Source: an optimization exercise on an open RTL-to-GDS flow (aim: small area and a short achievable clock period). Production flows keep margins and buffers that such runs may drop.
In this exercise RTL edits were held to simulation tests only and were not proved equivalent to the original.
Power figures rest on the tool's default switching activity, not on a simulated workload.

## flow/design.v

```verilog
module ovarint_core (
    input  wire         clk,
    input  wire         rst,
    input  wire         in_valid,
    input  wire [4:0]   cmd,         
    input  wire [127:0] val_in,
    input  wire [127:0] bytes_in,    
    input  wire [4:0]   len_in,
    output reg          out_valid,
    output reg  [2:0]   status,
    output reg  [4:0]   len_out,
    output reg  [127:0] bytes_out,   
    output reg  [127:0] val_out
);
    localparam [2:0] ST_OK        = 3'd0;
    localparam [2:0] ST_OUTRANGE  = 3'd1;
    localparam [2:0] ST_TRUNCATED = 3'd2;
    localparam [2:0] ST_ILLEGAL   = 3'd4;
    wire       dir  = cmd[4];
    wire       sgn  = cmd[3];
    wire [2:0] wsel = cmd[2:0];
    wire       illegal = (wsel > 3'd4);
    integer i, k, m;
    reg msb;
    always @* begin
        case (wsel)
            3'd0:    msb = val_in[7];
            3'd1:    msb = val_in[15];
            3'd2:    msb = val_in[31];
            3'd3:    msb = val_in[63];
            default: msb = val_in[127];
        endcase
    end
    wire s = sgn & msb;
    reg [127:0] wide;
    always @* begin
        wide = val_in;
        if (wsel < 3'd4) wide[127:64] = {64{s}};
        if (wsel < 3'd3) wide[63:32]  = {32{s}};
        if (wsel < 3'd2) wide[31:16]  = {16{s}};
        if (wsel < 3'd1) wide[15:8]   = {8{s}};
    end
    wire [127:0] u = wide ^ {128{s}};
    wire [128:0] t = sgn ? {u, 1'b0} : {1'b0, wide};
    reg [3:0] n_e;
    always @* begin
        n_e = 4'd0;
        for (k = 1; k < 16; k = k + 1)
            if (|t[8 * k - 4 +: 8]) n_e = k;
    end
    wire oor_e = |t[128:124];
    wire [7:0] hdr  = bytes_in[7:0];
    wire       negd = sgn & ~hdr[7];
    wire [3:0] n_d  = sgn ? (hdr[6:3] ^ {4{~hdr[7]}}) : hdr[7:4];
    wire [7:0] hdr_v = sgn ? {{5{negd}}, hdr[2:0]} : {4'd0, hdr[3:0]};
    wire trunc = ~len_in[4] & (len_in[3:0] <= n_d);
    reg [15:0] zb, eb;
    always @* begin
        for (m = 0; m < 16; m = m + 1) begin
            zb[m] = (m == 0) ? (hdr_v == 8'd0)       : (bytes_in[8 * m +: 8] == 8'd0);
            eb[m] = (m == 0) ? (hdr_v == {8{negd}})  : (bytes_in[8 * m +: 8] == {8{negd}});
        end
    end
    function automatic fits_w(input [3:0] n, input [15:0] zb, input [15:0] eb,
                              input [127:0] b, input [7:0] hv, input neg,
                              input sg, input integer w);
        integer j;
        reg ok;
        begin
            ok = 1'b1;
            for (j = 0; j < 16; j = j + 1) begin
                if (j + w <= n)
                    ok = ok & (sg ? eb[j] : zb[j]);
                if (sg && j + w - 1 == n && j > 0)
                    ok = ok & (b[8 * j + 7] == neg);
            end
            fits_w = ok;
        end
    endfunction
    reg fits;
    always @* begin
        case (wsel)
            3'd0:    fits = fits_w(n_d, zb, eb, bytes_in, hdr_v, negd, sgn, 1);
            3'd1:    fits = fits_w(n_d, zb, eb, bytes_in, hdr_v, negd, sgn, 2);
            3'd2:    fits = fits_w(n_d, zb, eb, bytes_in, hdr_v, negd, sgn, 4);
            3'd3:    fits = fits_w(n_d, zb, eb, bytes_in, hdr_v, negd, sgn, 8);
            default: fits = 1'b1;
        endcase
    end
    reg [2:0]   st_n;
    always @* begin
        if (illegal)      st_n = ST_ILLEGAL;
        else if (!dir)    st_n = oor_e ? ST_OUTRANGE : ST_OK;
        else if (trunc)   st_n = ST_TRUNCATED;
        else if (!fits)   st_n = ST_OUTRANGE;
        else              st_n = ST_OK;
    end
    wire [127:0] src = dir ? {bytes_in[127:8], hdr_v} : wide;
    wire [3:0]   n_n = dir ? n_d : n_e;
    reg [127:0] x_r;
    reg [3:0]   n_r;
    reg [2:0]   st_r;
    reg         eu_r, es_r;
    always @(posedge clk) begin
        if (rst)
            out_valid <= 1'b0;
        else
            out_valid <= in_valid;
        x_r  <= src;
        n_r  <= n_n;
        st_r <= st_n;
        eu_r <= ~dir & ~sgn;
        es_r <= ~dir & sgn;
    end
    wire       fill = x_r[7];
    wire [3:0] sh   = ~n_r;
    reg [127:0] r, y;
    always @* begin
        for (i = 0; i < 16; i = i + 1)
            r[8 * i +: 8] = x_r[8 * (15 - i) +: 8];
        y = r;
        if (sh[3]) y = {{64{fill}}, y[127:64]};
        if (sh[2]) y = {{32{fill}}, y[127:32]};
        if (sh[1]) y = {{16{fill}}, y[127:16]};
        if (sh[0]) y = {{8{fill}},  y[127:8]};
    end
    wire [7:0] hx = eu_r ? {n_r, 4'd0} : es_r ? {1'b1, n_r, 3'd0} : 8'd0;
    wire [127:0] res = {y[127:8], y[7:0] ^ hx};
    always @* begin
        status    = st_r;
        len_out   = (st_r == ST_OK) ? ({1'b0, n_r} + 5'd1) : 5'd0;
        bytes_out = res;
        val_out   = res;
    end
endmodule
```

## flow/run.sh

```bash
#!/bin/bash
# synth_recipe.tcl (not shown) runs the flow's synth.tcl, then flattens the netlist and writes it again
# the make line also repeats each setting of config.mk as NAME=value (left out here)
make -C /OpenROAD-flow-scripts/flow DESIGN_CONFIG=/design/flow/config.mk WORK_HOME=/design/flow/orfs CLKGATE_MAP_FILE= SYNTH_SCRIPT=/design/flow/synth_recipe.tcl finish
```

## flow/config.mk

```make
export PLATFORM = sky130hd
export DESIGN_NAME = ovarint_core
export DESIGN_NICKNAME = ovarint_core
export VERILOG_FILES = /design/flow/design.v
export SDC_FILE = /design/flow/constraint.sdc
export NUM_CORES = 4
export LEC_CHECK = 0
export CAP_MARGIN = 20
export CORE_MARGIN = 2
export CORE_UTILIZATION = 30
export PLACE_DENSITY = 0.35
export SLEW_MARGIN = 20
```

## flow/constraint.sdc

```tcl
create_clock -name core_clock -period 8.0 [get_ports {clk}]
set_input_delay 1.6000 -clock core_clock [delete_from_list [all_inputs] [get_ports {clk}]]
set_output_delay 1.6000 -clock core_clock [all_outputs]
set_load 0.01 [all_outputs]
```

==> flow_summary_export.csv <==
group,metric,value,unit
route,drt-wirelength-per-cell,30.4,µm
floorplanning,fp.dieH,227,µm
cells_and_area,layout.filler_cells,5113,
clock_network,cts_max_path_buffers,2,
timing,final.setup.tns,0,ns
setup_path,critical-path-top-cell-by-count,"mux2i_1",
route,route.antenna.remaining_nets,0,
route,first_iter_violations,1946,
global_routing,grt_antenna_before_repair,15,
clock_network,cts_hold_repair.buffers,0,
setup_path,cp_slowest_stage_delay,0.83,ns
timing,slew_headroom,29.0,%
power_and_ir_drop,swShare,41.4,%
route,dr_total_vias,17800,
run,drv.max_cap_violation_count,0,
synthesis,synth-edff-count,0,
floorplanning,rows,81,
synthesis,postSynthCellCount,2037,
clock_network,cts_resizes,0,
synthesis,yosys.area.top_type_share,18.5,%
synthesis,ys_seq_elements,138,
clock_network,cts_inserted_buffers,17,
clock_network,cts_tree,"built",
cells_and_area,fin_nets,2572,
cells_and_area,layout_overhead_on_the_synthesized_area,35.1,%
floorplanning,initial_utilization,30.4,%
power_and_ir_drop,internal-power,2.28,mW
route,avgViaCountPerCell,5.96,
route,wl,90700,µm
cells_and_area,layout-drive-gt1-share,7.31,%
timing,hold_violations,0,
timing,finalCritPeriodShare,71.1,%
setup_path,worst-path-max-fanout,72,
synthesis,yosys.cell_count.top_type,"a21oi_1",
power_and_ir_drop,p_leak,7.66,nW
setup_path,sort_of_element_at_the_end_of_the_critical_path,"primary output",
clock_network,htreeDepth,4,
status,run_status,"no timing/DRC/antenna violations",
synthesis,ys_async_sr_fraction,0,%
worst_hold_path,timing.hold.worst.class,"input port to flop",
setup_path,worst-setup-path-type,"flop to primary output",
clock_network,postCtsSetupBuffers,0,
power_and_ir_drop,worst_ir_drop_vdd,143,µV
timing,holdWs,1.60,ns
timing,setup_viol,0,
floorplanning,core_area,0.0491,mm²
setup_path,worst_ep_required_time,6.40,ns
worst_hold_path,timing.hold.worst.start,"cmd[2]",
timing,slew_viol_final,0,
placed_design,gp_routability_congestion,0.961,
power_and_ir_drop,power_density,192,mW/mm²
synthesis,synth_area_leader,"dfxtp_1",
floorplanning,floorplan.die_area,0.0516,mm²
setup_path,critical_path.cell_chain,"buf_4 -> mux2_2 -> nor2_1 -> a21oi_1 -> mux2i_1 -> mux2i_1 -> xnor2_1 -> clkdlybuf4s50_1",
synthesis,yosys.cell_types.count,91,
timing,max_slew.worst_pin.slew,1.07,ns
synthesis,post_synth_main_area_contributors,"dfxtp_1 (19%), mux2i_1 (12%), a21oi_1 (9.3%), o21ai_0 (6.9%), buf_4 (6.8%)",
synthesis,avgSynthCellArea,7.33,µm²
timing,fmaxAchievable,0.176,GHz
worst_hold_path,hold-path-endpoint,"st_r[2]",
synthesis,netlist_area,0.0149,mm²
placed_design,io_buffers,533,
global_routing,grt_util_all_layers,33.8,%
setup_path,cp_data_arrival_time,4.09,ns
clock_network,root_buffer,"clkbuf_16",
power_and_ir_drop,share_seq_of_total_power,23.5,%
power_and_ir_drop,p_comb_share,54.8,%
synthesis,synthesis.yosys.warnings,1,
setup_path,worst_setup_path_start_kind,"flop",
cells_and_area,area_of_the_multi_input_gates,0.0103,mm²
route,drtPass1Iterations,7,
timing,grt_setup_unrepaired,"no",
placed_design,detailed_place_hpwl,73400,µm
timing,final.min_clock_period,5.69,ns
cells_and_area,register_area,0.00278,mm²
global_routing,wire_length_of_the_first_global_routing_pass,124000,µm
floorplanning,die_width,227,µm
synthesis,synth_fp_nets,2311,
power_and_ir_drop,net-switching-power,1.61,mW
cells_and_area,final_util,41.1,%
route,detail_route.drc_violations,0,
power_and_ir_drop,power.share.clock,21.7,%
synthesis,synth_common_cells,"a21oi_1 (276), o21ai_0 (205), nand2_1 (197)",
power_and_ir_drop,report.power.total,3.88,mW
global_routing,first_global_vias,16600,
clock_network,clkTransAtPathRegs,0.07,ns
global_routing,remaining_overflow_grt,0,
synthesis,synth.yosys.seq_area_share,18.5,%
global_routing,grt_start_max_net_pins,147,
clock_network,clock_sink_count,138,
synthesis,synth_ff_type,"dfxtp_1",
floorplanning,io_pins,534,
worst_hold_path,hold_path_depth,2,
setup_path,slowest_stage,"buf_4",
## registers in the layout, indices dropped and copies added, names as in the netlist
signal	count
eu_r	1
out_valid	1
st_r	3
es_r	1
n_r	4
x_r	128
## cells by family after synthesis
group	Yosys count	share of synthesized area [%]
buffers and inverters	337	12.3
flip-flops	138	18.5
adder cells (fa/ha/maj)	5	0.419
XOR/XNOR	17	0.998
AO/OA/AOI/OAI	703	28.3
AND/OR/NAND/NOR	581	19.1
multiplexers	256	20.3
## cell type report
class	instances	share of cell area [%]
multi-input cells	1562	51.3
repair buffers	558	27.3
flip-flops and latches	138	13.8
well taps	664	4.12
clock buffers	19	2.25
clock inverters	13	0.769
inverters	21	0.391
diodes	8	0.0993
## per-stage QoR
stage | cell area, µm² | setup WS (ns) | std cells
final | 20200 | 2.31 | 2983
after global routing | 20200 | 2.08 | 2983
after CTS | 20100 | 2.35 | 2975
after global placement | 19500 | 2.80 | 2943
after detailed placement | 19500 | 2.74 | 2943
after floorplan | 14900 | 4.13 | 2037
## how the worst max path moves through the flow
| stage | startpoint | endpoint | slack (ns) | cells after the start |
|---|---|---|---|---|
| 3_5_place_dp | cmd[1] | x_r[115] | 2.74 | 8 |
| 4_1_cts | n_r[3] | bytes_out[5] | 2.35 | 8 |
| 5_1_grt | n_r[3] | val_out[5] | 2.08 | 8 |
| 2_1_floorplan | n_r[2] | val_out[24] | 4.13 | 9 |
| 3_3_place_gp | cmd[1] | x_r[116] | 2.80 | 8 |
| 6_report | n_r[3] | bytes_out[5] | 2.31 | 8 |
## placed cells by master (no fill, tap or decap), types with 18 or more instances in the layout
| master | Yosys | final |
|---|---|---|
| mux2i_1 | 185 | 185 |
| a31oi_1 | 18 | 18 |
| o21ai_0 | 205 | 205 |
| mux4_2 | 33 | 33 |
| nor2_1 | 111 | 107 |
| nand2b_1 | 20 | 20 |
| nor4_1 | 30 | 30 |
| nor2b_1 | 30 | 30 |
| a21oi_1 | 276 | 276 |
| a211oi_1 | 30 | 30 |
| buf_4 | 135 | 25 |
| nand4_1 | 45 | 45 |
| nand2_1 | 197 | 197 |
| nand3_1 | 40 | 40 |
| mux2_2 | 37 | 37 |
| a21o_1 | 18 | 18 |
| clkdlybuf4s50_1 | 0 | 529 |
| dfxtp_1 | 138 | 134 |
| nor3_1 | 38 | 38 |
| clkbuf_16 | 0 | 18 |
## critical path: cells and delay by family, from the launching register on
family          cells  cell delay (ns)
compound gates      1             0.05
xor+xnor            1             0.33
buf+inv             2             1.44
flops               1             0.79
mux                 3             0.93
simple gates        1             0.09
## power by group through the flow
stage          clock [mW]  sequential [mW]  combinational, mW
6_report            0.843            0.912               2.13
5_1_grt             0.874            0.908               2.25
4_1_cts             0.848            0.901               2.12
3_5_place_dp            0            0.917               2.11
3_3_place_gp            0            0.918               2.11
2_1_floorplan           0            0.792               1.21
## routing by layer
layer / global-route usage (%) / share of wire (%) / vias up / wire (µm)
met4: 11.7 / 2.8 / 6 / 2580
met1: 44.6 / 42 / 8658 / 38300
met2: 56.5 / 48 / 1004 / 43100
met5: 0 / 0.046 / - / 42
met3: 4.88 / 7.3 / 121 / 6630
li1: - / - / 7976 / -

-- afterwards: timing with drivers on the ports --
Ports are ideal in the flow. The routed layout listed here was re-timed in OpenROAD. Step 1, drivers: a clkbuf_16 drives clk and a buf_2 each remaining input, both assumed. Step 2 also shifts input and output timing later by t, the mid clock arrival at the registers, as if the neighbouring blocks saw the same clock. Three values: ideal ports, drivers, drivers and shift; two values: the first two.
t, ns: 0.494
setup WS [ns]: 2.314 / 2.255 / 2.562
worst setup path at the end: input to register
cell pins on the clock port's net: 1
After both steps setup and hold are still met in this run. The setup slack of this run moves by -0.059 ns with the drivers and by +0.248 ns with both steps.
